This design comes from an exercise in tuning for small area, a short achievable clock period and few clock cycles on the open sky130 flow, not from production work. Function was checked by simulation only, so behaviour that the tests miss may differ from the original. Power and IR drop assume default switching activity.

==> flow/design.v, too long to show whole: its modules and the start of the top module <==
// module auklet_core: 886 lines
// module auklet_add: 32 lines
// module auklet_bmul: 2159 lines
module auklet_core (
    input  wire        clk,
    input  wire        rst,         
    input  wire        bus_req,
    input  wire        bus_we,
    input  wire [11:0] bus_addr,
    input  wire [2:0]  bus_size,
    input  wire [31:0] bus_wdata,
    output reg         bus_ack,
    output reg  [31:0] bus_rdata,
    output wire [31:0] act0,
    output wire [31:0] act1,
    output wire [31:0] act2,
    output wire [31:0] act3,
    output wire        irq
);
  // ...
==> flow/flow/run.sh <==
#!/bin/bash
set -euo pipefail
bash standard.sh SETUP_SLACK_MARGIN=14 finish > layout.log 2>&1
==> flow/standard.sh <==
#!/bin/bash
# synth_recipe.tcl (not shown) runs the flow's synth.tcl, then flattens the netlist and writes it again
# the make line also repeats each setting of config.mk as NAME=value (left out here)
make -C /OpenROAD-flow-scripts/flow DESIGN_CONFIG=/design/flow/config.mk WORK_HOME=/design/flow/orfs CLKGATE_MAP_FILE= SYNTH_SCRIPT=/design/flow/synth_recipe.tcl "${@:-finish}"
==> flow/config.mk <==
export PLATFORM = sky130hd
export DESIGN_NAME = auklet_core
export DESIGN_NICKNAME = auklet_core
export VERILOG_FILES = /design/flow/design.v
export SDC_FILE = /design/flow/constraint.sdc
export NUM_CORES = 8
export LEC_CHECK = 0
export ABC_AREA = 1
export CAP_MARGIN = 40
export CORE_MARGIN = 2
export CORE_UTILIZATION = 40
export CTS_CLUSTER_DIAMETER = 60
export CTS_CLUSTER_SIZE = 24
export PLACE_DENSITY = 0.6
export SLEW_MARGIN = 40
==> flow/constraint.sdc <==
create_clock -name core_clock -period 20.0 [get_ports {clk}]
set_input_delay 4.0000 -clock core_clock [delete_from_list [all_inputs] [get_ports {clk}]]
set_output_delay 4.0000 -clock core_clock [all_outputs]
set_load 0.01 [all_outputs]
==> reports/metrics.csv, run 1 <==
metric,value,unit
GR Util met1,48.63,%
inverters,2606,
initial core utilization,40.17,%
multi-input logic cell count,14950,
Max-slew headroom,24.86,%
clock group share of total power,42.5,%
Clock buf/inv share,5.571,%
Hold Crit Start,rA[7],
vias in the first global route,171900,
"Core Util, Final",46.73,%
power share of the combinational group,10.0,%
dominant synthesized flop cell,edfxtp_1,
register area,100700,µm²
clock skew,0.1014,ns
Filler cells,49770,
HP Class,flip-flop to flip-flop,
mux contribution to synthesized area,0.1377,%
CTS tree,done,
IO buf count,212,
Peak supply drop,0.08060,mV
Net Sw Frac,28.84,%
Ports,213,
endpoint class of the critical path,output port,
P_comb,1.83,mW
final setup TNS,0,ns
"flops & latches, synth",3708,
DIE AREA,532900,µm²
top post-synthesis cells by count,"nand2_1, edfxtp_1, inv_1",
Worst path depth,5,
placed inst area,225000,µm²
P per Cell Area,75.00,nW/µm²
CTS clock-pin slew for the worst setup and hold paths,0.07,ns
Die Y,730.0,µm
register with the highest flop count,mtx,
Max-area cell class,flip-flops and latches,
status,"complete, no violations",
Critical Path Source Type,flip-flop,
Fmax achieved,0.1543,GHz
worst r2r path cells,12,
r2r startpoint,selB_ax[1],
library cells used by synthesis,83,
Testbench counts, summed over its fixed seeds: cycles 38,823.
==> module auklet_core, before the edit <==
module auklet_core (
    input  wire        clk,
    input  wire        rst,         
    input  wire        bus_req,
    input  wire        bus_we,
    input  wire [11:0] bus_addr,
    input  wire [2:0]  bus_size,
    input  wire [31:0] bus_wdata,
    output reg         bus_ack,
    output reg  [31:0] bus_rdata,
    output wire [31:0] act0,
    output wire [31:0] act1,
    output wire [31:0] act2,
    output wire [31:0] act3,
    output wire        irq
);
    localparam [31:0] ID_VALUE = 32'h41554B31;
    localparam C_DT   = 0;
    localparam C_LIM  = 1;
    localparam C_OVF  = 2;
    localparam C_CMD  = 3;
    localparam C_BUS  = 4;
    localparam C_LOCK = 5;
    localparam [2:0] A_NONE = 3'd0, A_RO = 3'd1, A_RW = 3'd2, A_RWL = 3'd3,
                     A_W1C  = 3'd4, A_WO = 3'd5;
    localparam [4:0] R_NONE  = 5'd0,  R_ID    = 5'd1,  R_CTRL  = 5'd2,
                     R_STAT  = 5'd3,  R_IRQEN = 5'd4,  R_CMD   = 5'd5,
                     R_DT    = 5'd6,  R_INP   = 5'd7,  R_EINFO = 5'd8,
                     R_ECAUSE= 5'd9,  R_KP    = 5'd10, R_KI    = 5'd11,
                     R_KD    = 5'd12, R_ILIM  = 5'd13, R_DEFSP = 5'd14,
                     R_SP    = 5'd15, R_MEAS  = 5'd16, R_ITERM = 5'd17,
                     R_LERR  = 5'd18, R_POUT  = 5'd19, R_M     = 5'd20,
                     R_ACT   = 5'd21, R_MIXIN = 5'd22;
    localparam [3:0] OP_NONE = 4'd0, OP_DT = 4'd1, OP_P = 4'd2, OP_QD = 4'd3,
                     OP_MIX  = 4'd4, OP_XR = 4'd5, OP_I = 4'd6, OP_Q  = 4'd7,
                     OP_QLO  = 4'd8, OP_QHI = 4'd9;
    localparam [2:0] E_IDLE = 3'd0, E_FAST = 3'd1, E_SDIF = 3'd2,
                     E_SDIV = 3'd3, E_SDIVW = 3'd4, E_SNEG = 3'd5,
                     E_SOPS = 3'd6, E_SMIX = 3'd7;
    localparam [1:0] K_TICK = 2'd0, K_UPD = 2'd1, K_MIX = 2'd2;
    localparam [4:0] F_TICK_END = 5'd25, F_UPD_END = 5'd9, F_MIX_END = 5'd9;
    localparam [4:0] S_OPS_END = 5'd21, S_MIX_END = 5'd17;
    integer k;
    reg  [3:0]  ctrl;
    reg  [5:0]  status;
    reg  [8:0]  irqen;
    reg  [31:0] dt;
    reg         en;
    reg  [31:0] errinfo;
    reg  [2:0]  errcode;
    reg         errvalid;
    reg  [31:0] kp    [0:3];
    reg  [31:0] ki    [0:3];
    reg  [31:0] kd    [0:3];
    reg  [31:0] ilim  [0:3];
    reg  [31:0] defsp [0:3];
    reg  [31:0] sp    [0:3];
    reg  [31:0] meas  [0:3];
    reg  [31:0] iterm [0:3];
    reg  [31:0] lasterr [0:3];
    reg  [31:0] pidout  [0:3];
    reg  [31:0] mtx   [0:15];
    reg  [31:0] act   [0:3];
    reg  [31:0] mixin [0:3];
    reg  [15:0] mfit;            
    reg  [3:0]  kdfit;           
    reg  [3:0]  ilfit;           
    wire lock = ctrl[0];
    wire dupd = ctrl[1];
    reg         late;
    reg  [3:0]  clr_it;            
    reg         clr_act;
    reg         late_ovf;          
    reg  [3:0]  byp;               
    wire [31:0] act_eff [0:3];
    wire [5:0]  status_eff = status | {3'b000, late_ovf, 2'b00};
    wire [2:0]  errcode_eff  = late_ovf ? C_OVF : errcode;
    wire        errvalid_eff = late_ovf | errvalid;
    assign act0 = act_eff[0];
    assign act1 = act_eff[1];
    assign act2 = act_eff[2];
    assign act3 = act_eff[3];
    assign irq  = |({3'b000, status_eff} & irqen);
    wire       size_ok = (bus_size == 3'd4) && (bus_addr[1:0] == 2'b00);
    wire [9:0] wa      = bus_addr[11:2];
    wire [3:0] wo      = wa[3:0];
    wire r_ctl   = (wa[9:4] == 6'h00);         
    wire r_bank  = (wa[9:6] == 4'h1);          
    wire r_m     = (wa[9:4] == 6'h08);         
    wire r_act   = (wa[9:2] == 8'h24);         
    wire r_mixin = (wa[9:2] == 8'h25);         
    wire ctl_map  = r_ctl  && (wo <= 4'd8);
    wire bank_map = r_bank && (wo <= 4'd10) && (wo != 4'd5);
    wire mapped   = size_ok && (ctl_map || bank_map || r_m || r_act || r_mixin);
    wire is_ro    = (r_ctl && (wo == 4'd0 || wo == 4'd7 || wo == 4'd8)) ||
                    (r_bank && (wo == 4'd8 || wo == 4'd9 || wo == 4'd10)) || r_act;
    wire is_rwl   = (r_ctl && (wo == 4'd1 || wo == 4'd5)) || (r_bank && (wo <= 4'd4)) || r_m;
    reg [2:0] atype;
    reg [4:0] rkind;
    reg [3:0] ridx;
    always @(*) begin
        atype = !mapped ? A_NONE : is_ro ? A_RO : is_rwl ? A_RWL :
                (r_ctl && wo == 4'd2) ? A_W1C : (r_ctl && wo == 4'd4) ? A_WO : A_RW;
        rkind = R_NONE;
        ridx  = r_bank ? {2'b00, wa[5:4]} : wa[3:0];
        if (r_ctl) begin
            case (wo)
                4'd0: rkind = R_ID;     4'd1: rkind = R_CTRL;  4'd2: rkind = R_STAT;
                4'd3: rkind = R_IRQEN;  4'd4: rkind = R_CMD;   4'd5: rkind = R_DT;
                4'd6: rkind = R_INP;    4'd7: rkind = R_EINFO; 4'd8: rkind = R_ECAUSE;
                default: ;
            endcase
        end else if (r_bank) begin
            case (wo)
                4'd0: rkind = R_KP;     4'd1: rkind = R_KI;    4'd2: rkind = R_KD;
                4'd3: rkind = R_ILIM;   4'd4: rkind = R_DEFSP; 4'd6: rkind = R_SP;
                4'd7: rkind = R_MEAS;   4'd8: rkind = R_ITERM; 4'd9: rkind = R_LERR;
                4'd10: rkind = R_POUT;
                default: ;
            endcase
        end else if (r_m) rkind = R_M;
        else if (r_act)   rkind = R_ACT;
        else if (r_mixin) rkind = R_MIXIN;
    end
    wire [1:0] rax = ridx[1:0];
    reg         rd_pend;
    reg  [9:0]  rd_a;              
    wire [31:0] kp_rd, ki_rd, kd_rd, it_rd, il_rd, po_rd, mi_rd, mA_rd, mB_rd;
    wire       rd_fast = !mapped || r_act || (r_ctl && wo != 4'd5 && wo != 4'd7);
    reg [31:0] ctl_v;
    always @(*) begin
        case (wo)
            4'd0:    ctl_v = ID_VALUE;
            4'd1:    ctl_v = {28'd0, ctrl};
            4'd2:    ctl_v = {26'd0, status_eff};
            4'd3:    ctl_v = {23'd0, irqen};
            4'd6:    ctl_v = {31'd0, en};
            4'd8:    ctl_v = {errvalid_eff, 28'd0, errcode_eff};
            default: ctl_v = 32'd0;
        endcase
    end
    wire [31:0] rd_val = !size_ok ? 32'd0 : r_act ? act_eff[wa[1:0]] : r_ctl ? ctl_v : 32'd0;
    reg  [13:0] rd_oh;             
    wire [13:0] rd_oh_n = {r_mixin, r_m, r_bank && wo == 4'd10, r_bank && wo == 4'd9,
                           r_bank && wo == 4'd8, r_bank && wo == 4'd7, r_bank && wo == 4'd6,
                           r_bank && wo == 4'd4, r_bank && wo == 4'd3, r_bank && wo == 4'd2,
                           r_bank && wo == 4'd1, r_bank && wo == 4'd0,
                           r_ctl && wo == 4'd7, r_ctl && wo == 4'd5};
    wire [31:0] rd_slow = ({32{rd_oh[0]}}  & dt)     | ({32{rd_oh[1]}}  & errinfo) |
                          ({32{rd_oh[2]}}  & kp_rd)  | ({32{rd_oh[3]}}  & ki_rd)   |
                          ({32{rd_oh[4]}}  & kd_rd)  | ({32{rd_oh[5]}}  & il_rd)   |
                          ({32{rd_oh[6]}}  & defsp[rd_a[5:4]]) | ({32{rd_oh[7]}} & sp[rd_a[5:4]]) |
                          ({32{rd_oh[8]}}  & meas[rd_a[5:4]])  | ({32{rd_oh[9]}} & it_rd) |
                          ({32{rd_oh[10]}} & lasterr[rd_a[5:4]]) | ({32{rd_oh[11]}} & po_rd) |
                          ({32{rd_oh[12]}} & (rd_a[3] ? mB_rd : mA_rd)) | ({32{rd_oh[13]}} & mi_rd);
    wire [31:0] w      = bus_wdata;
    wire [7:0]  w_op   = w[7:0];
    wire        w_hi0  = (w[31:11] == 21'd0);
    wire        c_nop    = (w == 32'h0000_0000);
    wire        c_upd    = (w_op == 8'h01) && w_hi0 && !w[10];
    wire        c_rst    = (w_op == 8'h02) && w_hi0 && !w[10];
    wire        c_rstall = (w == 32'h0000_0003);
    wire        c_mix    = (w_op == 8'h04) && w_hi0 && (w[9:8] == 2'b00);
    wire        c_tick   = (w == 32'h0000_0005);
    wire        c_legal  = c_nop | c_upd | c_rst | c_rstall | c_mix | c_tick;
    wire [1:0]  w_axis   = w[9:8];
    reg  dt_bad;                 
    wire lim_bad_a   = ilim[w_axis][31];
    wire lim_bad_all = ilim[0][31] | ilim[1][31] | ilim[2][31] | ilim[3][31];
    wire chk_bad     = dt_bad || (c_upd ? lim_bad_a : lim_bad_all);
    reg  [2:0]  est;             
    reg  [1:0]  ekind;           
    reg  [4:0]  fs;              
    reg  [1:0]  cax;             
    reg         mix_src;         
    reg         ovf_acc;
    reg         smi;             
    wire eng_idle = (est == E_IDLE);
    wire bus_idle = eng_idle && !rd_pend;
    wire acc_cmd  = bus_idle && bus_req && bus_we && size_ok && r_ctl && (wo == 4'd4);
    wire start_eng = acc_cmd && c_legal &&
                     ((c_mix) || ((c_tick && en) || c_upd) && !chk_bad);
    wire [1:0] start_kind = c_tick ? K_TICK : c_upd ? K_UPD : K_MIX;
    reg  [31:0] err_r  [0:3];    
    reg  [3:0]  eovf_r;          
    reg  [3:0]  efit_r;          
    reg  [3:0]  sgn_r;           
    reg  [19:0] xmag_r [0:3];    
    reg  [3:0]  xfit_r;          
    reg         eupd;            
    reg  [1:0]  eupd_ax;
    reg         dupd_p;          
    reg  [1:0]  dupd_ax;
    reg         dsgn_r;          
    reg         eupd2;
    reg  [1:0]  eupd2_ax;
    reg  [31:0] eu_s_r;
    reg         eu_so_r;
    wire [31:0] eu_defsp = defsp[eupd_ax];
    wire [31:0] eu_sp    = sp[eupd_ax];
    wire [32:0] eu_s33   = {eu_defsp[31], eu_defsp} + {eu_sp[31], eu_sp};
    wire        eu_so    = eu_s33[32] != eu_s33[31];
    wire [31:0] eu_s32   = eu_so ? (eu_s33[32] ? 32'h8000_0000 : 32'h7FFF_FFFF) : eu_s33[31:0];
    wire [31:0] eu_meas  = meas[eupd2_ax];
    wire [32:0] eu_e33   = {eu_s_r[31], eu_s_r} - {eu_meas[31], eu_meas};
    wire        eu_eo    = eu_e33[32] != eu_e33[31];
    wire [31:0] eu_e32   = eu_eo ? (eu_e33[32] ? 32'h8000_0000 : 32'h7FFF_FFFF) : eu_e33[31:0];
    reg         dupd2;
    reg  [1:0]  dupd2_ax;
    reg  [32:0] du_d_r;
    wire [1:0]  du_ax    = dupd_ax;
    wire [31:0] du_le    = lasterr[du_ax];
    wire [31:0] du_er    = err_r[du_ax];
    wire [32:0] du_d33, du_n33;
    assign du_d33 = {du_le[31], du_le} - {du_er[31], du_er};
    auklet_add #(33, 6) ua_dn (.a(~du_d_r), .b(33'd0), .ci(1'b1), .s(du_n33));
    wire [32:0] du_m33   = du_d_r[32] ? du_n33 : du_d_r;
    wire [19:0] du_mag   = du_m33[19:0];
    wire        du_fit   = (du_m33[32:20] == 13'h0000);
    wire [3:0]  axok     = efit_r & kdfit & ilfit;
    reg  [31:0] drem;
    reg  [48:0] dq;
    reg  [5:0]  dcnt;
    reg         dbusy;
    reg         dmode_r;       
    reg         rpend;         
    reg         rvalid;
    reg  [31:0] recip;         
    reg  [4:0]  s_r;           
    wire [32:0] d_r2  = {drem, dmode_r ? 1'b1 : dq[47]};
    wire [32:0] d_sub;
    auklet_add #(33, 6) ua_dv (.a(d_r2), .b(~{2'b00, dt[30:0]}), .ci(1'b1), .s(d_sub));
    wire [48:0] dq_inc;
    auklet_add #(49, 6) ua_dq (.a(dq), .b(49'd0), .ci(1'b1), .s(dq_inc));
    wire        d_qb  = !d_sub[32];
    reg [31:0] dt_smear;
    reg [4:0]  dt_len;
    always @(*) begin
        dt_smear = {1'b0, dt[31:1]};
        dt_smear = dt_smear | (dt_smear >> 1);
        dt_smear = dt_smear | (dt_smear >> 2);
        dt_smear = dt_smear | (dt_smear >> 4);
        dt_smear = dt_smear | (dt_smear >> 8);
        dt_smear = dt_smear | (dt_smear >> 16);
        dt_len = 5'd0;
        for (k = 0; k < 31; k = k + 1)
            if (dt[k]) dt_len = k + 1;
    end
    wire dtok = rvalid && !rpend && (dt[31:20] == 12'd0) && (dt[19:4] != 16'd0);
    localparam DW = 14;
    function [DW-1:0] dsc;
        input       v;
        input [3:0] op;
        input [1:0] ax;
        input       row;
        input [1:0] col;
        input [1:0] pass;
        begin
            dsc = {v, op, ax, row, col, (col == 2'd0), (col == 2'd3), pass};
        end
    endfunction
    reg [DW-1:0] dA_n, dB_n;      
    task sched;
        input [2:0] st;
        input [1:0] kind;
        input [4:0] n;
        input [1:0] ax;
        input       mrow;
        reg   [4:0] m;
        begin
            dA_n = {DW{1'b0}};
            dB_n = {DW{1'b0}};
            if (st == E_FAST) begin
                if (kind == K_TICK) begin
                    case (n)
                        5'd0:  dA_n = dsc(1, OP_DT, 2'd0, 0, 0, 0);
                        5'd2:  begin dA_n = dsc(1, OP_P,  2'd0, 0, 0, 0); dB_n = dsc(1, OP_XR, 2'd0, 0, 0, 0); end
                        5'd3:  dA_n = dsc(1, OP_DT, 2'd1, 0, 0, 0);
                        5'd4:  begin dA_n = dsc(1, OP_DT, 2'd2, 0, 0, 0); dB_n = dsc(1, OP_I,  2'd0, 0, 0, 0); end
                        5'd5:  begin dA_n = dsc(1, OP_P,  2'd1, 0, 0, 0); dB_n = dsc(1, OP_XR, 2'd1, 0, 0, 0); end
                        5'd6:  begin dA_n = dsc(1, OP_QD, 2'd0, 0, 0, 0); dB_n = dsc(1, OP_Q,  2'd0, 0, 0, 0); end
                        5'd7:  begin dA_n = dsc(1, OP_DT, 2'd3, 0, 0, 0); dB_n = dsc(1, OP_I,  2'd1, 0, 0, 0); end
                        5'd8:  begin dA_n = dsc(1, OP_P,  2'd2, 0, 0, 0); dB_n = dsc(1, OP_XR, 2'd2, 0, 0, 0); end
                        5'd9:  begin dA_n = dsc(1, OP_QD, 2'd1, 0, 0, 0); dB_n = dsc(1, OP_Q,  2'd1, 0, 0, 0); end
                        5'd10: dB_n = dsc(1, OP_I,  2'd2, 0, 0, 0);
                        5'd11: begin dA_n = dsc(1, OP_P,  2'd3, 0, 0, 0); dB_n = dsc(1, OP_XR, 2'd3, 0, 0, 0); end
                        5'd12: begin dA_n = dsc(1, OP_QD, 2'd2, 0, 0, 0); dB_n = dsc(1, OP_Q,  2'd2, 0, 0, 0); end
                        5'd13: dB_n = dsc(1, OP_I,  2'd3, 0, 0, 0);
                        5'd15: begin dA_n = dsc(1, OP_QD, 2'd3, 0, 0, 0); dB_n = dsc(1, OP_Q,  2'd3, 0, 0, 0); end
                        default: ;
                    endcase
                    if (n >= 5'd16 && n <= 5'd23) begin
                        m = n - 5'd16;
                        dA_n = dsc(1, OP_MIX, 2'd0, m[0], m[2:1], 0);
                        dB_n = dsc(1, OP_MIX, 2'd0, m[0], m[2:1], 0);
                    end
                end else if (kind == K_UPD) begin
                    case (n)
                        5'd0: dA_n = dsc(1, OP_DT, ax, 0, 0, 0);
                        5'd2: begin dA_n = dsc(1, OP_P,  ax, 0, 0, 0); dB_n = dsc(1, OP_XR, ax, 0, 0, 0); end
                        5'd4: dB_n = dsc(1, OP_I,  ax, 0, 0, 0);
                        5'd6: begin dA_n = dsc(1, OP_QD, ax, 0, 0, 0); dB_n = dsc(1, OP_Q, ax, 0, 0, 0); end
                        default: ;
                    endcase
                end else begin
                    if (n <= 5'd7) begin
                        dA_n = dsc(1, OP_MIX, 2'd0, n[0], n[2:1], 0);
                        dB_n = dsc(1, OP_MIX, 2'd0, n[0], n[2:1], 0);
                    end
                end
            end else if (st == E_SOPS) begin
                case (n)
                    5'd0:  dA_n = dsc(1, OP_DT,  ax, 0, 0, 2'd1);
                    5'd2:  dA_n = dsc(1, OP_DT,  ax, 0, 0, 2'd2);
                    5'd3:  dA_n = dsc(1, OP_P,   ax, 0, 0, 2'd1);
                    5'd5:  dA_n = dsc(1, OP_P,   ax, 0, 0, 2'd2);
                    5'd7:  dB_n = dsc(1, OP_I,   ax, 0, 0, 2'd1);
                    5'd9:  dB_n = dsc(1, OP_I,   ax, 0, 0, 2'd2);
                    5'd11: dB_n = dsc(1, OP_QLO, ax, 0, 0, 2'd1);
                    5'd13: dB_n = dsc(1, OP_QLO, ax, 0, 0, 2'd2);
                    5'd15: dB_n = dsc(1, OP_QHI, ax, 0, 0, 2'd1);
                    5'd17: dB_n = dsc(1, OP_QHI, ax, 0, 0, 2'd2);
                    default: ;
                endcase
            end else if (st == E_SMIX) begin
                if (!n[0] && n <= 5'd14) begin
                    dA_n = dsc(1, OP_MIX, 2'd0, mrow, n[3:2], n[1] ? 2'd2 : 2'd1);
                    dB_n = dsc(1, OP_MIX, 2'd0, mrow, n[3:2], n[1] ? 2'd2 : 2'd1);
                end
            end
        end
    endtask
    reg  [DW-1:0] dA, dB;          
    reg  [DW-1:0] uA, uB;          
    reg  [DW-1:0] tA, tB;          
    reg  [32:0] aA_r, aB_r;        
    reg  [20:0] bA_r, bB_r;
    reg  [DW-1:0] rA, rB;          
    reg  [66:0] sA_r, cA_r, sB_r, cB_r;
    reg  [66:0] resA, resB;        
    reg  [19:0] r1loA, r1loB;      
    reg  [32:0] sq_r [0:1];        
    wire        iA_v    = dA[13];
    wire [3:0]  iA_op   = dA[12:9];
    wire [1:0]  iA_ax   = dA[8:7];
    wire        iA_row  = dA[6];
    wire [1:0]  iA_col  = dA[5:4];
    wire        iA_first= dA[3];
    wire [1:0]  iA_pass = dA[1:0];
    wire        iB_v    = dB[13];
    wire [3:0]  iB_op   = dB[12:9];
    wire [1:0]  iB_ax   = dB[8:7];
    wire        iB_row  = dB[6];
    wire [1:0]  iB_col  = dB[5:4];
    wire        iB_first= dB[3];
    wire [1:0]  iB_pass = dB[1:0];
    wire [3:0]  uA_op   = uA[12:9];
    wire [1:0]  uA_ax   = uA[8:7];
    wire        uA_first= uA[3];
    wire [1:0]  uA_pass = uA[1:0];
    wire [3:0]  uB_op   = uB[12:9];
    wire        uB_first= uB[3];
    wire [1:0]  uB_pass = uB[1:0];
    wire        rA_v    = rA[13];
    wire [3:0]  rA_op   = rA[12:9];
    wire [1:0]  rA_ax   = rA[8:7];
    wire        rA_row  = rA[6];
    wire        rA_last = rA[2];
    wire [1:0]  rA_pass = rA[1:0];
    wire        rB_v    = rB[13];
    wire [3:0]  rB_op   = rB[12:9];
    wire [1:0]  rB_ax   = rB[8:7];
    wire        rB_row  = rB[6];
    wire        rB_last = rB[2];
    wire [1:0]  rB_pass = rB[1:0];
    reg  [1:0] selA_ax, selB_ax, selA_col, selC_ax;
    reg  [2:0] selA_m, selB_m;
    assign kp_rd = kp[selA_ax];
    assign ki_rd = ki[selB_ax];
    assign kd_rd = kd[selB_ax];
    assign it_rd = iterm[selB_ax];
    assign il_rd = ilim[selC_ax];
    assign po_rd = pidout[selA_col];
    assign mi_rd = mixin[selA_col];
    assign mA_rd = mtx[{1'b0, selA_m}];
    assign mB_rd = mtx[{1'b1, selB_m}];
    wire [66:0] prodA = resA;      
    wire [66:0] prodB = resB;
    wire ok0 = (ekind == K_TICK) ? (dtok && (&mfit) && (&axok)) :
               (ekind == K_UPD)  ? (dtok && axok[cax]) : (&mfit);
    wire ok1 = (ekind == K_TICK) ? (&xfit_r) :
               (ekind == K_UPD)  ? xfit_r[cax] : 1'b1;
    wire haz0   = eupd2 && (ekind != K_MIX) && (eupd2_ax == cax);
    wire abort0 = (est == E_FAST) && (fs == 5'd0) && (haz0 || ((ekind == K_MIX) && !ok0));
    wire abort1 = (est == E_FAST) && (fs == 5'd1) && (ekind != K_MIX) && !ok0;
    wire abort2 = (est == E_FAST) && (fs == 5'd3) && !ok1;
    wire abortf = abort0 | abort1 | abort2;
    function [20:0] bsel;    
        input [31:0] v;
        input [1:0]  pass;
        begin
            case (pass)
                2'd1:    bsel = {1'b0, v[19:0]};
                2'd2:    bsel = {{9{v[31]}}, v[31:20]};
                default: bsel = v[20:0];
            endcase
        end
    endfunction
    wire [31:0] vA = mix_src ? mi_rd : po_rd;
    wire [31:0] vB = mix_src ? mixin[iB_col] : pidout[iB_col];
    wire [3:0]  mA_idx = {1'b0, iA_row, iA_col};
    wire [3:0]  mB_idx = {1'b1, iB_row, iB_col};
    wire [32:0] q_hi = dq[48:16];
    wire [32:0] q_lo = {17'd0, dq[15:0]};
    reg  [37:0] qd_r [0:1];
    wire [37:0] qd_add  = qd_r[uA_ax[0]];
    wire [31:0] it_byp = (cl_v && cl_ax == iB_ax) ? it_r : it_rd;
    reg [32:0] aA, aB;
    reg [20:0] bA, bB;
    always @(*) begin
        aA = 33'd0; bA = 21'd0;
        case (iA_op)
            OP_DT: begin aA = {dt[31], dt};               bA = bsel(err_r[iA_ax], iA_pass); end
            OP_P:  begin aA = {kp_rd[31], kp_rd}; bA = bsel(err_r[iA_ax], iA_pass); end
            OP_QD: begin aA = sq_r[iA_ax[0]];             bA = dt[20:0]; end
            OP_MIX: begin aA = {vA[31], vA};              bA = bsel(mA_rd, iA_pass); end
            default: ;
        endcase
        aB = 33'd0; bB = 21'd0;
        case (iB_op)
            OP_XR:  begin aB = {1'b0, recip}; bB = {1'b0, xmag_r[iB_ax]}; end
            OP_I:   begin aB = {ki_rd[31], ki_rd}; bB = bsel(it_byp, iB_pass); end
            OP_Q:   begin aB = sq_r[iB_ax[0]]; bB = kd_rd[20:0]; end
            OP_QLO: begin aB = q_lo; bB = bsel(kd_rd, iB_pass); end
            OP_QHI: begin aB = q_hi; bB = bsel(kd_rd, iB_pass); end
            OP_MIX: begin aB = {vB[31], vB}; bB = bsel(mB_rd, iB_pass); end
            default: ;
        endcase
    end
    reg [66:0] addA, addB;
    always @(*) begin
        addA = 67'd0;
        case (uA_op)
            OP_QD:  addA = {{29{qd_add[37]}}, qd_add};
            OP_MIX: if (!uA_first) addA = prodA;
            default: ;
        endcase
        if (uA_pass == 2'd2) addA = {{20{resA[66]}}, resA[66:20]};
        addB = 67'd0;
        case (uB_op)
            OP_I:   addB = {prodA[66:16], 16'd0};
            OP_Q:   addB = {prodB[66:16], 16'd0};
            OP_QLO: addB = {prodB[66:16], 16'd0};
            OP_QHI: addB = {{16{prodB[66]}}, prodB[66:16]};
            OP_MIX: if (!uB_first) addB = prodB;
            default: ;
        endcase
        if (uB_pass == 2'd2) addB = {{20{resB[66]}}, resB[66:20]};
    end
    wire [66:0] sA, cA, sB, cB;
    auklet_bmul umA (.a(aA_r), .b(bA_r), .d(addA), .s(sA), .c(cA));
    auklet_bmul umB (.a(aB_r), .b(bB_r), .d(addB), .s(sB), .c(cB));
    reg  [31:0] it_r;
    reg  [1:0]  cl_ax;
    reg         cl_v;
    reg  [31:0] it_old;              
    reg  [31:0] il_c;
    wire [49:0] it50    = {{18{it_old[31]}}, it_old};
    wire [49:0] dte50   = {prodA[64], prodA[64:16]};
    wire [49:0] il50    = {18'd0, il_c};
    wire [49:0] isum    = it50 + dte50;
    wire [49:0] ihi     = it50 + dte50 + ~il50;       
    wire [49:0] ilo     = it50 + dte50 + il50;        
    wire [31:0] it_next = !ihi[49] ? il_c : ilo[49] ? (~il_c + 32'd1) : isum[31:0];
    wire [31:0] xr_hi  = resB[51:20];
    wire [31:0] q_est  = xr_hi >> s_r;
    reg  [19:0] xmq_r;               
    reg         xsg_r;
    wire [32:0] q_neg;
    auklet_add #(33, 6) ua_qn (.a(~{1'b0, q_est}), .b(33'd0), .ci(1'b1), .s(q_neg));
    wire [32:0] sq_nxt = xsg_r ? q_neg : {1'b0, q_est};
    wire [37:0] qd_nxt0;
    auklet_add #(38, 6) ua_qd (.a({7'd0, dt[30:0]}), .b(~{2'b00, xmq_r, 16'd0}), .ci(1'b0), .s(qd_nxt0));
    wire [37:0] qd_nxt  = qd_nxt0 ^ {38{xsg_r}};
    reg  [1:0]  of_ax;
    reg         of_v;
    reg         osgn;                
    reg  [31:0] kdx_r;
    wire        corr    = resA[66] ^ osgn;
    wire [66:0] ofin_c  = resB + {{35{kdx_r[31]}}, kdx_r} + {66'd0, osgn};
    wire [66:0] ofin    = (rB_op == OP_Q) ? (corr ? ofin_c : resB) : prodB;
    wire        ofast_n = (rB_op == OP_Q);
    wire [50:0] of51    = ofast_n ? ofin[66:16] : ofin[50:0];
    wire        of_hi   = ofast_n ? 1'b0 : !((&ofin[66:50]) | ~(|ofin[66:50]));
    wire        of_ovf_n = of_hi | !((&of51[50:31]) | ~(|of51[50:31]));
    wire [31:0] of_out_n = of_ovf_n ? (ofin[66] ? 32'h8000_0000 : 32'h7FFF_FFFF) : of51[31:0];
    reg  [31:0] of_out;
    reg         of_ovf;
    wire [66:0] sumA, sumB;
    auklet_add #(67, 7) ua_sa (.a(sA_r), .b(cA_r), .ci(1'b0), .s(sumA));
    auklet_add #(67, 7) ua_sb (.a(sB_r), .b(cB_r), .ci(1'b0), .s(sumB));
    wire [66:0] cmbA   = (tA[1:0] == 2'd2) ? {sumA[46:0], r1loA} : sumA;
    wire [66:0] cmbB   = (tB[1:0] == 2'd2) ? {sumB[46:0], r1loB} : sumB;
    wire        sA_ovf = !((&cmbA[66:47]) | ~(|cmbA[66:47]));
    wire        sB_ovf = !((&cmbB[66:47]) | ~(|cmbB[66:47]));
    reg  [31:0] mA_out, mB_out;
    reg         mA_ovf, mB_ovf;
    wire rA_fin = rA_v && (rA_pass != 2'd1);
    wire rB_fin = rB_v && (rB_pass != 2'd1);
    wire c_isum   = rA_fin && rA_op == OP_DT;
    wire c_xr     = rB_fin && rB_op == OP_XR;
    wire c_ofin   = rB_fin && (rB_op == OP_Q || rB_op == OP_QHI);
    wire c_mixA   = rA_fin && rA_op == OP_MIX && rA_last;
    wire c_mixB   = rB_fin && rB_op == OP_MIX && rB_last;
    wire ovf_now  = (of_v & of_ovf) | (c_mixA & mA_ovf) | (c_mixB & mB_ovf);
    reg [2:0] est_n;
    reg [1:0] ekind_n, cax_n;
    reg [4:0] fs_n;
    reg       smi_n;
    reg       done_n;              
    reg       fdone_n;             
    always @(*) begin
        est_n = est; ekind_n = ekind; cax_n = cax; fs_n = fs; smi_n = smi;
        done_n = 1'b0;
        fdone_n = 1'b0;
        case (est)
            E_IDLE: begin
                if (start_eng) begin
                    est_n   = E_FAST;
                    ekind_n = start_kind;
                    cax_n   = c_upd ? w_axis : 2'd0;
                    fs_n    = 5'd0;
                    smi_n   = 1'b0;
                end
            end
            E_FAST: begin
                fs_n = fs + 5'd1;
                if (abortf) begin
                    est_n = (ekind == K_MIX) ? E_SMIX : E_SDIF;
                    fs_n  = 5'd0;
                end else if (((ekind == K_TICK) && fs == F_TICK_END) ||
                             ((ekind == K_UPD)  && fs == F_UPD_END) ||
                             ((ekind == K_MIX)  && fs == F_MIX_END)) begin
                    est_n   = E_IDLE;
                    done_n  = 1'b1;
                    fdone_n = 1'b1;
                end
            end
            E_SDIF: begin
                if (fs == 5'd0) begin
                    if (!dupd_p && !dupd2 && !dbusy && !rpend) fs_n = 5'd1;
                end else if (fs == 5'd1) begin
                    fs_n = 5'd2;
                end else begin
                    fs_n  = 5'd0;
                    est_n = E_SDIVW;
                end
            end
            E_SDIVW: begin
                if (!dbusy) est_n = E_SDIV;
            end
            E_SDIV: begin
                est_n = E_SNEG;
            end
            E_SNEG: begin
                est_n = E_SOPS;
                fs_n  = 5'd0;
            end
            E_SOPS: begin
                fs_n = fs + 5'd1;
                if (fs == S_OPS_END) begin
                    fs_n  = 5'd0;
                    cax_n = cax + 2'd1;
                    if (ekind == K_UPD) begin
                        est_n  = E_IDLE;
                        done_n = 1'b1;
                    end else begin
                        est_n = (cax == 2'd3) ? E_SMIX : E_SDIF;
                    end
                end
            end
            E_SMIX: begin
                fs_n = fs + 5'd1;
                if (fs == S_MIX_END) begin
                    fs_n  = 5'd0;
                    smi_n = 1'b1;
                    if (smi) begin
                        est_n  = E_IDLE;
                        done_n = 1'b1;
                    end
                end
            end
            default: est_n = E_IDLE;
        endcase
        sched(est_n, ekind_n, fs_n, cax_n, smi_n);
    end
    wire eovf_any  = (ekind == K_TICK) ? (|eovf_r) :
                     (ekind == K_UPD) ? eovf_r[cax] : 1'b0;
    wire ovf_fin   = ovf_acc | ovf_now | eovf_any;
    genvar gi;
    generate
        for (gi = 0; gi < 4; gi = gi + 1) begin : g_act
            assign act_eff[gi] = clr_act ? 32'd0 : !byp[gi] ? act[gi] : (gi < 2) ? mA_out : mB_out;
        end
    endgenerate
    wire tA_mix = tA[13] && (tA[1:0] != 2'd1) && (tA[12:9] == OP_MIX) && tA[2];
    wire tB_mix = tB[13] && (tB[1:0] != 2'd1) && (tB[12:9] == OP_MIX) && tB[2];
    wire ovf_late_n = ovf_acc | ovf_now | eovf_any | (tA_mix & sA_ovf) | (tB_mix & sB_ovf) |
                      (c_ofin & of_ovf_n);
    wire [31:0] cmd_word = (ekind == K_TICK) ? 32'h0000_0005 :
                           (ekind == K_UPD)  ? {22'd0, cax, 8'h01} :
                                               {21'd0, mix_src, 10'h004};
    wire        wr_base = bus_idle && bus_req && bus_we && size_ok;
    wire        wr_ok   = wr_base && mapped && !is_ro && !(is_rwl && lock);
    wire [31:0] wz    = w & {32{~rst}};
    wire        wz_fit21 = (wz[31:20] == 12'h000) || (wz[31:20] == 12'hFFF);
    always @(posedge clk) begin
        if (rst || (wr_base && r_ctl && wo == 4'd5 && !lock)) begin dt <= wz; dt_bad <= $signed(wz) <= 0; end
        if (rst || (wr_base && r_ctl && wo == 4'd3)) irqen <= wz[8:0];
        if (rst || (wr_base && r_ctl && wo == 4'd6)) en    <= wz[0];
        for (k = 0; k < 4; k = k + 1) begin
            if (rst || (wr_base && r_bank && wa[5:4] == k && wo == 4'd0 && !lock)) kp[k] <= wz;
            if (rst || (wr_base && r_bank && wa[5:4] == k && wo == 4'd1 && !lock)) ki[k] <= wz;
            if (rst || (wr_base && r_bank && wa[5:4] == k && wo == 4'd2 && !lock)) begin kd[k] <= wz; kdfit[k] <= wz_fit21; end
            if (rst || (wr_base && r_bank && wa[5:4] == k && wo == 4'd3 && !lock)) begin ilim[k] <= wz; ilfit[k] <= (wz[31:20] == 12'h000); end
            if (rst || (wr_base && r_bank && wa[5:4] == k && wo == 4'd4 && !lock)) defsp[k] <= wz;
            if (rst || (wr_base && r_bank && wa[5:4] == k && wo == 4'd6)) sp[k]    <= wz;
            if (rst || (wr_base && r_bank && wa[5:4] == k && wo == 4'd7)) meas[k]  <= wz;
            if (rst || (wr_base && r_mixin && wa[1:0] == k))              mixin[k] <= wz;
        end
        for (k = 0; k < 16; k = k + 1)
            if (rst || (wr_base && r_m && wo == k && !lock)) begin mtx[k] <= wz; mfit[k] <= wz_fit21; end
    end
    always @(posedge clk) begin
        bus_rdata <= rd_pend ? rd_slow : rd_val;
        if (est == E_IDLE) begin
            selA_ax <= wa[5:4]; selB_ax <= wa[5:4];
            selA_col <= wa[6] ? wa[5:4] : wa[1:0];      
            selA_m  <= r_m ? wa[2:0] : 3'd0;           
            selB_m  <= r_m ? wa[2:0] : 3'd0;
        end else begin
            selA_ax <= dA_n[8:7]; selB_ax <= dB_n[8:7]; selA_col <= dA_n[5:4];
            selA_m  <= dA_n[6:4]; selB_m  <= dB_n[6:4];
        end
        selC_ax <= (est == E_IDLE) ? wa[5:4] : uA[8:7];
        rd_a      <= wa;
        rd_oh     <= rd_oh_n;
        s_r       <= dt_len - 5'd5;
        aA_r <= aA; bA_r <= bA; aB_r <= aB; bB_r <= bB;
        sA_r <= sA; cA_r <= cA; sB_r <= sB; cB_r <= cB;
        resA <= cmbA;
        resB <= cmbB;
        mA_ovf <= sA_ovf;
        mB_ovf <= sB_ovf;
        mA_out <= sA_ovf ? (cmbA[66] ? 32'h8000_0000 : 32'h7FFF_FFFF) : cmbA[47:16];
        mB_out <= sB_ovf ? (cmbB[66] ? 32'h8000_0000 : 32'h7FFF_FFFF) : cmbB[47:16];
        if (rA_v && rA_pass == 2'd1) r1loA <= resA[19:0];
        if (rB_v && rB_pass == 2'd1) r1loB <= resB[19:0];
        if (iB_op == OP_XR) begin
            xmq_r <= xmag_r[iB_ax];
            xsg_r <= sgn_r[iB_ax];
        end
        if (iB_op == OP_Q) begin
            kdx_r <= kd_rd ^ {32{sgn_r[iB_ax]}};
            osgn  <= sgn_r[iB_ax];
        end
        if (c_xr) begin
            sq_r[rB_ax[0]] <= sq_nxt;
            qd_r[rB_ax[0]] <= qd_nxt;
        end
        it_r   <= it_next;
        it_old <= iterm[tA[8:7]];
        il_c   <= il_rd;
        cl_ax  <= rA_ax;
        of_out <= of_out_n;
        of_ovf <= of_ovf_n;
        of_ax  <= rB_ax;
    end
    always @(posedge clk) begin
        if (rst) begin
            ctrl      <= 4'b0100;
            status    <= 6'd0;
            errinfo   <= 32'd0;
            errcode   <= 3'd0;
            errvalid  <= 1'b0;
            for (k = 0; k < 4; k = k + 1) begin
                iterm[k] <= 32'd0;  lasterr[k] <= 32'd0;
                pidout[k] <= 32'd0; act[k] <= 32'd0;
                err_r[k] <= 32'd0;  xmag_r[k] <= 20'd0;
            end
            eovf_r <= 4'h0;
            efit_r <= 4'hF;
            sgn_r  <= 4'h0;
            xfit_r <= 4'hF;
            eupd   <= 1'b0;
            eupd2  <= 1'b0;
            dupd_p <= 1'b0;
            dupd2  <= 1'b0;
            bus_ack <= 1'b0;
            rd_pend <= 1'b0;
            late    <= 1'b0;
            late_ovf <= 1'b0;
            clr_it  <= 4'd0;
            clr_act <= 1'b0;
            byp     <= 4'd0;
            est     <= E_IDLE;
            dA <= {DW{1'b0}}; dB <= {DW{1'b0}};
            uA <= {DW{1'b0}}; uB <= {DW{1'b0}};
            tA <= {DW{1'b0}}; tB <= {DW{1'b0}};
            rA <= {DW{1'b0}}; rB <= {DW{1'b0}};
            cl_v <= 1'b0; of_v <= 1'b0;
            dbusy <= 1'b0; rpend <= 1'b0; rvalid <= 1'b0;
        end else begin
            bus_ack <= 1'b0;
            rd_pend <= 1'b0;
            if (rd_pend) bus_ack <= 1'b1;
            est <= est_n; ekind <= ekind_n; cax <= cax_n; fs <= fs_n; smi <= smi_n;
            dA <= dA_n; dB <= dB_n;
            uA <= dA; uB <= dB;
            tA <= uA; tB <= uB;
            rA <= tA; rB <= tB;
            if (abortf) begin
                uA[DW-1] <= 1'b0; uB[DW-1] <= 1'b0;
                tA[DW-1] <= 1'b0; tB[DW-1] <= 1'b0;
                rA[DW-1] <= 1'b0; rB[DW-1] <= 1'b0;
            end
            cl_v <= c_isum && !abortf;
            of_v <= c_ofin;
            eupd   <= 1'b0;
            eupd2  <= eupd;
            dupd_p <= 1'b0;
            if (eupd) begin
                eupd2_ax <= eupd_ax;
                eu_s_r   <= eu_s32;
                eu_so_r  <= eu_so;
            end
            if (eupd2) begin
                err_r[eupd2_ax]  <= eu_e32;
                eovf_r[eupd2_ax] <= eu_so_r | eu_eo;
                efit_r[eupd2_ax] <= (eu_e32[31:20] == 12'h000) || (eu_e32[31:20] == 12'hFFF);
                dupd_p  <= 1'b1;
                dupd_ax <= eupd2_ax;
            end
            dupd2 <= dupd_p;
            if (dupd_p) begin
                du_d_r   <= du_d33;
                dupd2_ax <= dupd_ax;
            end
            if (dupd2) begin
                sgn_r[dupd2_ax]  <= du_d_r[32];
                xmag_r[dupd2_ax] <= du_mag;
                xfit_r[dupd2_ax] <= du_fit;
            end
            if (est == E_SDIF && fs == 5'd0 && !dupd_p && !dupd2 && !dbusy && !rpend) begin
                dupd_p  <= 1'b1;
                dupd_ax <= cax;
            end
            if (cl_v && !abortf) iterm[cl_ax] <= it_r;
            if (of_v) begin
                pidout[of_ax] <= of_out;
                if (dupd) begin
                    for (k = 0; k < 4; k = k + 1)
                        if (of_ax == k) lasterr[k] <= err_r[k];
                    dupd_p  <= 1'b1;
                    dupd_ax <= of_ax;
                end
            end
            if (c_mixA) act[{1'b0, rA_row}] <= mA_out;
            if (c_mixB) act[{1'b1, rB_row}] <= mB_out;
            if (est != E_IDLE) ovf_acc <= ovf_acc | ovf_now;
            if (dbusy) begin
                drem <= d_qb ? d_sub[31:0] : d_r2[31:0];
                dq   <= {dq[47:0], d_qb};
                dcnt <= dcnt - 6'd1;
                if (dcnt == 6'd1) begin
                    dbusy <= 1'b0;
                    if (dmode_r) begin
                        recip  <= {dq[30:0], d_qb};
                        rvalid <= 1'b1;
                    end
                end
            end else if (rpend) begin
                rpend <= 1'b0;
                if (!dt_bad) begin
                    drem    <= dt_smear;
                    dq      <= 49'd0;
                    dcnt    <= 6'd32;
                    dmode_r <= 1'b1;
                    dbusy   <= 1'b1;
                end
            end else if (est == E_SDIF && fs == 5'd2) begin
                drem    <= 32'd0;
                dq      <= {1'b0, du_m33[31:0], 16'd0};
                dcnt    <= 6'd48;
                dmode_r <= 1'b0;
                dbusy   <= 1'b1;
                dsgn_r  <= du_d_r[32];
            end
            if (est == E_SDIV && dsgn_r) dq <= ~dq;
            if (est == E_SNEG && dsgn_r) dq <= dq_inc;
            clr_it  <= 4'd0;
            clr_act <= 1'b0;
            for (k = 0; k < 4; k = k + 1) begin
                if (clr_it[k]) iterm[k] <= 32'd0;
                if (clr_act)   act[k]   <= 32'd0;
            end
            late <= fdone_n;
            late_ovf <= fdone_n && ovf_late_n;
            byp  <= {tB_mix & tB[6], tB_mix & ~tB[6], tA_mix & tA[6], tA_mix & ~tA[6]} & {4{!abortf}};
            if (late_ovf) begin
                status[C_OVF] <= 1'b1;
                errinfo <= cmd_word;
                errcode <= C_OVF;  errvalid <= 1'b1;
            end
            if (bus_idle && bus_req) begin
                if (atype == A_NONE) begin
                    status[C_BUS] <= 1'b1;
                    errinfo <= {20'd0, bus_addr};
                    errcode <= C_BUS;  errvalid <= 1'b1;
                    bus_ack <= 1'b1;
                end else if (!bus_we) begin
                    if (rd_fast) bus_ack <= 1'b1;
                    else         rd_pend <= 1'b1;
                end else if (atype == A_RO) begin
                    status[C_BUS] <= 1'b1;
                    errinfo <= {20'd0, bus_addr};
                    errcode <= C_BUS;  errvalid <= 1'b1;
                    bus_ack <= 1'b1;
                end else if (atype == A_RWL && lock) begin
                    status[C_LOCK] <= 1'b1;
                    errinfo <= {20'd0, bus_addr};
                    errcode <= C_LOCK; errvalid <= 1'b1;
                    bus_ack <= 1'b1;
                end else if (rkind != R_CMD) begin
                    bus_ack <= 1'b1;
                    case (rkind)
                        R_CTRL:  ctrl  <= w[3:0];
                        R_STAT:  status <= status_eff & ~w[5:0];
                        R_DT:    begin rpend <= 1'b1; rvalid <= 1'b0; dbusy <= 1'b0; end
                        R_DEFSP: begin eupd <= 1'b1; eupd_ax <= rax; end
                        R_SP:    begin eupd <= 1'b1; eupd_ax <= rax; end
                        R_MEAS:  begin eupd <= 1'b1; eupd_ax <= rax; end
                        default: ;
                    endcase
                end else begin
                    ovf_acc <= 1'b0;
                    mix_src <= w[10];
                    if (!c_legal) begin
                        status[C_CMD] <= 1'b1;
                        errinfo <= w;
                        errcode <= C_CMD;  errvalid <= 1'b1;
                        bus_ack <= 1'b1;
                    end else if (c_nop) begin
                        bus_ack <= 1'b1;
                    end else if (c_rst) begin
                        clr_it[w_axis] <= 1'b1;
                        bus_ack <= 1'b1;
                    end else if (c_rstall || (c_tick && !en)) begin
                        clr_it  <= 4'hF;
                        clr_act <= c_tick;
                        bus_ack <= 1'b1;
                    end else if (!c_mix && chk_bad) begin
                        if (dt_bad) status[C_DT] <= 1'b1;
                        if (c_upd ? lim_bad_a : lim_bad_all) begin
                            status[C_LIM] <= 1'b1;
                            errcode <= C_LIM;
                        end else begin
                            errcode <= C_DT;
                        end
                        errinfo  <= w;
                        errvalid <= 1'b1;
                        bus_ack  <= 1'b1;
                    end
                end
            end
            if (done_n) begin
                bus_ack <= 1'b1;
                if (ovf_fin && !fdone_n) begin
                    status[C_OVF] <= 1'b1;
                    errinfo <= cmd_word;
                    errcode <= C_OVF;  errvalid <= 1'b1;
                end
            end
        end
    end
endmodule
==> run 2: changes to the inputs <==
--- a/flow/design.v
+++ b/flow/design.v
@@ -339,7 +339,7 @@
     reg  [66:0] sA_r, cA_r, sB_r, cB_r;
     reg  [66:0] resA, resB;        
     reg  [19:0] r1loA, r1loB;      
-    reg  [32:0] sq_r [0:1];        
+    reg  [32:0] sq_r;              
     wire        iA_v    = dA[13];
     wire [3:0]  iA_op   = dA[12:9];
     wire [1:0]  iA_ax   = dA[8:7];
@@ -412,8 +412,8 @@
     wire [3:0]  mB_idx = {1'b1, iB_row, iB_col};
     wire [32:0] q_hi = dq[48:16];
     wire [32:0] q_lo = {17'd0, dq[15:0]};
-    reg  [37:0] qd_r [0:1];
-    wire [37:0] qd_add  = qd_r[uA_ax[0]];
+    reg  [37:0] qd_r;
+    wire [37:0] qd_add  = qd_r;
     wire [31:0] it_byp = (cl_v && cl_ax == iB_ax) ? it_r : it_rd;
     reg [32:0] aA, aB;
     reg [20:0] bA, bB;
@@ -422,7 +422,7 @@
         case (iA_op)
             OP_DT: begin aA = {dt[31], dt};               bA = bsel(err_r[iA_ax], iA_pass); end
             OP_P:  begin aA = {kp_rd[31], kp_rd}; bA = bsel(err_r[iA_ax], iA_pass); end
-            OP_QD: begin aA = sq_r[iA_ax[0]];             bA = dt[20:0]; end
+            OP_QD: begin aA = sq_r;                       bA = dt[20:0]; end
             OP_MIX: begin aA = {vA[31], vA};              bA = bsel(mA_rd, iA_pass); end
             default: ;
         endcase
@@ -430,7 +430,7 @@
         case (iB_op)
             OP_XR:  begin aB = {1'b0, recip}; bB = {1'b0, xmag_r[iB_ax]}; end
             OP_I:   begin aB = {ki_rd[31], ki_rd}; bB = bsel(it_byp, iB_pass); end
-            OP_Q:   begin aB = sq_r[iB_ax[0]]; bB = kd_rd[20:0]; end
+            OP_Q:   begin aB = sq_r; bB = kd_rd[20:0]; end
             OP_QLO: begin aB = q_lo; bB = bsel(kd_rd, iB_pass); end
             OP_QHI: begin aB = q_hi; bB = bsel(kd_rd, iB_pass); end
             OP_MIX: begin aB = {vB[31], vB}; bB = bsel(mB_rd, iB_pass); end
@@ -665,8 +665,8 @@
             osgn  <= sgn_r[iB_ax];
         end
         if (c_xr) begin
-            sq_r[rB_ax[0]] <= sq_nxt;
-            qd_r[rB_ax[0]] <= qd_nxt;
+            sq_r <= sq_nxt;
+            qd_r <= qd_nxt;
         end
         it_r   <= it_next;
         it_old <= iterm[tA[8:7]];
--- a/flow/config.mk
+++ b/flow/config.mk
@@ -9,7 +9,5 @@
 export CAP_MARGIN = 40
 export CORE_MARGIN = 2
 export CORE_UTILIZATION = 40
-export CTS_CLUSTER_DIAMETER = 60
-export CTS_CLUSTER_SIZE = 24
 export PLACE_DENSITY = 0.6
 export SLEW_MARGIN = 40
==> reports/metrics.csv, run 2 <==
metric,value,unit,change
Detailed Route Iter0 Violations,29410,,was 29620
synth warn,23,,unchanged
HP Class,flip-flop to flip-flop,,unchanged
period utilization,34.42,%,was 32.40%
Via Count,186200,,was 187500
endpoint class of the critical path,flip-flop,,was output port
Die Y,724.3,µm,was 730.0 µm
# clock sinks,3638,,was 3708
synthesized net count,23660,,was 24030
placed cell count,28680,,was 29120
Final nets,24260,,was 24390
maxcap violations,0,,unchanged
Final Hold Vio Count,0,,unchanged
Critical Path Source Type,flip-flop,,unchanged
remaining global-route overflow,0,,unchanged
initial core utilization,40.15,%,was 40.17%
Worst Path Arrival,7.81,ns,was 2.48 ns
router iterations before antenna repair,10,,was 9
max-slew violations,0,,unchanged
Routed WL,1032000,µm,was 1082000 µm
vias per cell,6.164,,was 6.165
dominant synthesized flop cell,edfxtp_1,,unchanged
slowest cell on the critical path,dfxtp_4,,unchanged
status,"complete, no violations",,unchanged
WS Path Type,flip-flop to flip-flop,,was flip-flop to output port
Fmax achieved,0.1453,GHz,was 0.1543 GHz
worst setup margin,13.12,ns,was 13.52 ns
post-layout min period,6.884,ns,was 6.479 ns
vias in the first global route,170200,,was 171900
pin count of the biggest net entering global routing,96,,was 83
IO buf count,212,,unchanged
top post-synthesis cells by area,"edfxtp_1, dfxtp_1, fa_1, nand2_1, o21ai_0",,"was edfxtp_1, dfxtp_1, fa_1, nand2_1, inv_1"
CTS clock-pin slew for the worst setup and hold paths,0.06,ns,was 0.07 ns
area grow syn2layout,17.30,%,was 16.33%
Worst-Margin Slew,1.098,ns,was 1.126 ns
Filler cells,48320,,was 49770
LEAKAGE,95.78,nW,was 96.63 nW
RSZ-0062 raised after global routing,yes,,unchanged
syn avg cell area,9.350,µm²,was 9.343 µm²
hold_buf cts,0,,unchanged
"flops & latches, synth",3638,,was 3708
ratio of cells with drive above 1 in the final layout,13.81,%,was 13.28%
Final HPWL DP,748500,µm,was 799500 µm
required time of the critical path,20.93,ns,was 16.00 ns
worst-case clock buffer depth,4,,unchanged
Ports,213,,unchanged
CP peak stage delay,0.35,ns,was 0.40 ns
P per Cell Area,74.33,nW/µm²,was 75.00 nW/µm²
Root Driver,clkbuf_16,,unchanged
DIE AREA,524600,µm²,was 532900 µm²
Die W,724.3,µm,was 730.0 µm
register area share after synthesis,47.47,%,was 47.72%
H-tree levels,5,,unchanged
Yosys top cell by area,edfxtp_1,,unchanged
Setup-failing EPs final,0,,unchanged
"Clk Latency, worst-skew pair",1.11,ns,was 1.14 ns
Num CTS Buffers,399,,was 380
"commonest non-fill, non-tap cell in the layout",nand2_1,,unchanged
WL/cell,34.16,µm,was 35.57 µm
top post-synthesis cells by count,"nand2_1, edfxtp_1, inv_1",,unchanged
first-pass GRT wire length,1382000,µm,was 1451000 µm
gpl congestion,1.143,,was 1.079
asr flop ratio synth,0,%,unchanged
# DRC,0,,unchanged
library cells used by synthesis,81,,was 83
Rows,264,,was 266
core area,516900,µm²,was 524900 µm²
cell with the most instances after synthesis,nand2_1,,unchanged
"most used cell, CP",buf_4,,
number of synthesized flops with an enable pin,2566,,was 2636
cells after synthesis,22200,,was 22570
share of the synthesized area in the top cell type,37.13,%,was 37.54%
Placement Setup Slack,11.02,ns,was 11.04 ns
register with the highest flop count,mtx,,unchanged
Peak supply drop,0.07952,mV,was 0.08060 mV
final setup TNS,0,ns,unchanged
max reg flops,512,,unchanged
combined area of the multi-input logic cells,99510,µm²,was 100500 µm²
Power Total,18.09,mW,was 18.40 mW
register area,98620,µm²,was 100700 µm²
initial antenna violation count,196,,was 191
Final ANT Viol Nets,0,,unchanged
total track usage,37.77,%,was 39.28%
Max-slew headroom,26.01,%,was 24.86%
most frequent cells in the layout,"nand2_1, edfxtp_1, inv_1, nor2_1, o21ai_0",,unchanged
crit-path max FO,4,,was 24
Mapped Area,207500,µm²,was 210800 µm²
CTS tree,done,,unchanged
clock skew,0.09555,ns,was 0.1014 ns
Layout Cells excl Fill,30210,,was 30410
## run 2: worst paths after layout
kind | cells past startpoint | start | slack [ns] | to
setup / recovery | 52 | clr_act | 13.12 | bus_rdata[22]
hold / removal | 0 | rA[8] | 0.32 | cl_ax[1]
setup reg to reg | 52 | clr_act | 13.12 | bus_rdata[22]
hold reg to reg | 0 | rA[8] | 0.32 | cl_ax[1]
## run 2: area by class of cell
cell class | instances | area share, %
diodes | 154 | 0.1583
clock buffers | 526 | 4.503
clock inverters | 225 | 0.9996
inverters | 2555 | 4.022
multi-input cells | 14720 | 40.88
flip-flops and latches | 3638 | 40.51
well taps | 6916 | 3.555
repair buffers | 1482 | 5.366
repair inverters | 2 | 0.01028
## run 2: cells by family after synthesis
family	after synthesis	synth area share, %
AND/OR/NAND/NOR	6615	13.13
AO/OA/AOI/OAI	5600	16.48
buffers and inverters	3845	7.081
flip-flops	3638	47.47
adder cells (fa/ha/maj)	1416	11.25
XOR/XNOR	1047	4.419
multiplexers	35	0.1688
## run 2: timing repair
item	in CTS	in global routing
endpoints found under the setup margin	2049	491
pin swaps	78	80
cloned	19	1
buffers inserted	413	175
resized for setup	1204	616
## run 2: critical path, delay by kind of cell (launching register included)
kind                   cells  cell delay, ns
buffers and inverters     45            5.61
AND/OR/NAND/NOR            4            0.37
flip-flops                 1            0.35
AO/OA/AOI/OAI              3            0.34
## run 2: report_power, final
group          internal (mW)  switching, mW  leakage, nW  total (mW)
Sequential              8.43          0.182         33.6        8.61
Combinational          0.448           1.36         55.6        1.81
Clock                   4.33           3.34         6.53        7.67
## run 2: metrics by stage
step	util (%)	area [µm²]	hold WS, ns
2_1_floorplan	-	208300	0.3096
3_3_place_gp	42.46	219500	0.3116
3_5_place_dp	42.76	221000	0.3171
4_1_cts	46.29	239300	0.3209
5_1_grt	47.03	243100	0.3304
6_report	47.09	243400	0.3225
## run 2: layer usage
layer	vias up	wire (µm)	global-route usage [%]	share of wire [%]
met5	-	1072	0.2015	0.10
met3	3083	144500	15.05	14
li1	78320	-	-	-
met1	91050	374600	46.75	36
met4	68	95190	28.03	9.2
met2	13730	416800	52.88	40
Testbench counts of run 2, summed over its fixed seeds: cycles 38,823.
==> run 3: changes to the inputs <==
--- a/flow/config.mk
+++ b/flow/config.mk
@@ -9,5 +9,7 @@
 export CAP_MARGIN = 40
 export CORE_MARGIN = 2
 export CORE_UTILIZATION = 40
+export CTS_CLUSTER_DIAMETER = 60
+export CTS_CLUSTER_SIZE = 24
 export PLACE_DENSITY = 0.6
 export SLEW_MARGIN = 40
==> reports/metrics.csv, run 3 <==
metric,value,unit,change
period utilization,33.99,%,was 34.42%
sequential fraction of design power,48.8,%,was 47.6%
# DRC,0,,unchanged
maxcap violations,0,,unchanged
Final ANT Viol Nets,0,,unchanged
IO buf count,212,,unchanged
cells after synthesis,22200,,unchanged
LEAKAGE,94.45,nW,was 95.78 nW
Max-slew headroom,21.88,%,was 26.01%
Final HPWL DP,748500,µm,unchanged
RSZ-0062 raised after global routing,yes,,unchanged
WL/cell,34.10,µm,was 34.16 µm
"commonest non-fill, non-tap cell in the layout",nand2_1,,unchanged
most frequent cells in the layout,"nand2_1, edfxtp_1, inv_1, nor2_1, o21ai_0",,unchanged
Fmax achieved,0.1471,GHz,was 0.1453 GHz
wl on met1,374600,µm,about the same
CTS clock-pin slew for the worst setup and hold paths,0.08,ns,was 0.06 ns
internal power,12.46,mW,was 13.21 mW
asr flop ratio synth,0,%,unchanged
Mapped Area,207500,µm²,unchanged
endpoint class of the critical path,output port,,was flip-flop
worst-case clock buffer depth,4,,unchanged
synth warn,23,,unchanged
area grow syn2layout,16.06,%,was 17.30%
initial antenna violation count,185,,was 196
Root Driver,clkbuf_16,,unchanged
max reg flops,512,,unchanged
Worst-Margin Slew,1.171,ns,was 1.098 ns
routed wl met3,138900,µm,was 144500 µm
vias per cell,6.159,,was 6.164
dominant synthesized flop cell,edfxtp_1,,unchanged
Die W,724.3,µm,unchanged
CP bufs+invs,6,,was 45
top post-synthesis cells by count,"nand2_1, edfxtp_1, inv_1",,unchanged
Num CTS Buffers,340,,was 399
synthesized net count,23660,,unchanged
CP Cell Sequence,"inv_12, buf_4, buf_6, buf_16, buf_4, o21ai_0, a21oi_2, buf_2",,
initial core utilization,40.15,%,unchanged
Critical Path Source Type,flip-flop,,unchanged
cell with the most instances after synthesis,nand2_1,,unchanged
core area,516900,µm²,unchanged
Net Sw Frac,29.31,%,was 27.02%
CTS tree,done,,unchanged
Via Count,184600,,was 186200
Ports,213,,unchanged
ratio of cells with drive above 1 in the final layout,13.52,%,was 13.81%
pin count of the biggest net entering global routing,96,,unchanged
WS Path Type,flip-flop to output port,,was flip-flop to flip-flop
clock skew,0.1011,ns,was 0.09555 ns
P per Cell Area,73.15,nW/µm²,was 74.33 nW/µm²
max-slew violations,0,,unchanged
power share of the combinational group,10.2,%,was 10.0%
met2 WL,413000,µm,was 416800 µm
Final Hold Vio Count,0,,unchanged
register with the highest flop count,mtx,,unchanged
Yosys top cell by area,edfxtp_1,,unchanged
status,"complete, no violations",,unchanged
Setup-failing EPs final,0,,unchanged
H-tree levels,5,,unchanged
placed inst area,221000,µm²,unchanged
gpl congestion,1.143,,unchanged
hold_buf cts,0,,unchanged
crit-path max FO,8,,was 4
fin area,240900,µm²,was 243400 µm²
library cells used by synthesis,81,,unchanged
slowest cell on the critical path,dfxtp_4,,unchanged
first-pass GRT wire length,1377000,µm,was 1382000 µm
vias in the first global route,169000,,was 170200
"Clk Latency, worst-skew pair",1.08,ns,was 1.11 ns
total track usage,37.63,%,was 37.77%
Detailed Route Iter0 Violations,29020,,was 29410
CP top delay family,buffers and inverters,,unchanged
Die Y,724.3,µm,unchanged
HP Class,flip-flop to flip-flop,,unchanged
P_sw,5.164,mW,was 4.889 mW
Final nets,24100,,was 24260
# clock sinks,3638,,unchanged
register area share after synthesis,47.47,%,unchanged
remaining global-route overflow,0,,unchanged
"flops & latches, synth",3638,,unchanged
"most used cell, CP",buf_4,,unchanged
post-layout min period,6.798,ns,was 6.884 ns
clock group share of total power,41.0,%,was 42.4%
Routed WL,1022000,µm,was 1032000 µm
share of the synthesized area in the top cell type,37.13,%,unchanged
number of synthesized flops with an enable pin,2566,,unchanged
top post-synthesis cells by area,"edfxtp_1, dfxtp_1, fa_1, nand2_1, o21ai_0",,unchanged
DIE AREA,524600,µm²,unchanged
Peak supply drop,0.08956,mV,was 0.07952 mV
CP peak stage delay,0.48,ns,was 0.35 ns
syn avg cell area,9.350,µm²,unchanged
DR top layer,met5,,unchanged
final setup TNS,0,ns,unchanged
Worst Path Arrival,2.80,ns,was 7.81 ns
router iterations before antenna repair,8,,was 10
required time of the critical path,16.00,ns,was 20.93 ns
Rows,264,,unchanged
==> run 3: cell counts after synthesis <==
No cell type changed its count.
==> run 3: worst reg2reg max path, delay by kind of cell (launching register included) <==
kind / cells / cell delay, ns
AO/OA/AOI/OAI: 3 / 0.34
buffers and inverters: 43 / 5.28
flip-flops: 1 / 0.60
AND/OR/NAND/NOR: 4 / 0.30
==> run 3: kinds of logic (layout without fill, tap and decap cells) <==
kind of cell / count (synthesis) / count (layout) / synth area share (%)
xor gates and xnor gates: 1047 / 1047 / 4.419
and+or+nand+nor: 6615 / 6618 / 13.13
muxes: 35 / 35 / 0.1688
AOI/OAI and AO/OA: 5600 / 5600 / 16.48
adders and majority gates: 1416 / 1416 / 11.25
other: 0 / 131 / 0
buffers and inverters: 3845 / 4572 / 7.081
DFF: 3638 / 3638 / 47.47
==> run 3: final cells by class <==
class / count / area (µm²)
multi-input cells: 14720 / 99200
repair inverters: 1 / 8.758
fillers: 48600 / 276100
inverters: 2555 / 9822
diodes: 131 / 327.8
flip-flops and latches: 3638 / 98620
clock inverters: 270 / 3612
well taps: 6916 / 8653
repair buffers: 1378 / 11780
clock buffers: 368 / 8843
==> run 3: per-layer routing <==
layer	track usage, %	vias up
li1	-	78010
met1	47.08	90460
met2	52.90	13110
met3	14.07	2942
met4	27.61	96
met5	0.5770	-
==> run 3: worst paths after layout <==
check / start / end / slack, ns / depth (start not counted)
max: clr_act / act0[14] / 13.20 / 8
min: rA[8] / cl_ax[1] / 0.33 / 0
max reg2reg: clr_act / bus_rdata[22] / 13.35 / 50
min reg2reg: rA[8] / cl_ax[1] / 0.33 / 0
==> run 3: what timing repair did <==
action,in CTS,in global routing
pin swaps,75,81
setup endpoints to repair,2038,753
gates resized for setup,1213,448
cloned,18,2
setup buffers,370,110
==> run 3: per-stage QoR <==
step,hold slack (ns),instances,utilization (%),worst slack (ns),total power [mW]
2_1_floorplan,0.3096,22200,-,12.41,9.447
3_3_place_gp,0.3116,28630,42.46,10.64,10.32
3_5_place_dp,0.3171,28680,42.76,11.02,10.37
4_1_cts,0.3312,29700,46.00,13.17,17.48
5_1_grt,0.3428,29860,46.54,13.22,17.94
6_report,0.3278,29970,46.59,13.20,17.62
==> run 3: power by group through the flow <==
stage | combinational [mW] | sequential (mW) | clock [mW]
4_1_cts | 1.65 | 8.58 | 7.25
3_3_place_gp | 1.58 | 8.74 | 0
6_report | 1.80 | 8.60 | 7.23
3_5_place_dp | 1.61 | 8.75 | 0
5_1_grt | 1.82 | 8.62 | 7.50
2_1_floorplan | 0.768 | 8.68 | 0

-- re-timing with driven ports --
How much do the figures lean on ideal ports? The routed layouts below were timed once more, with nothing changed but the port constraints.
Step 1 (the two cells are an assumption about what drives the block):
set clk [get_ports {clk}]
set_driving_cell -lib_cell sky130_fd_sc_hd__clkbuf_16 $clk
set_driving_cell -lib_cell sky130_fd_sc_hd__buf_2 [delete_from_list [all_inputs] $clk]
Step 2, shift: input delay + t, output delay - t, t = (earliest + latest rising clock arrival at the registers) / 2. This alone moves slack from input paths to output paths.
Slacks: ideal ports / drivers / drivers and shift; pairs: ideal ports / drivers.
run | t, ns | setup slack, ns | slew at the worst register clock pin (ns) | worst data-port slew with drivers (ns)
run 1 | 1.192 | 13.521 / 13.413 / 12.806 | 0.10 / 0.10 | 0.19
run 2 | 1.206 | 13.116 / 12.974 / 12.747 | 0.08 / 0.08 | 0.24
run 3 | 1.179 | 13.202 / 13.051 / 12.763 | 0.10 / 0.10 | 0.21
After both steps every run listed still meets setup and hold. The setup slack of run 1, which loses most, moves by -0.108 ns with the drivers and by -0.715 ns with both steps.
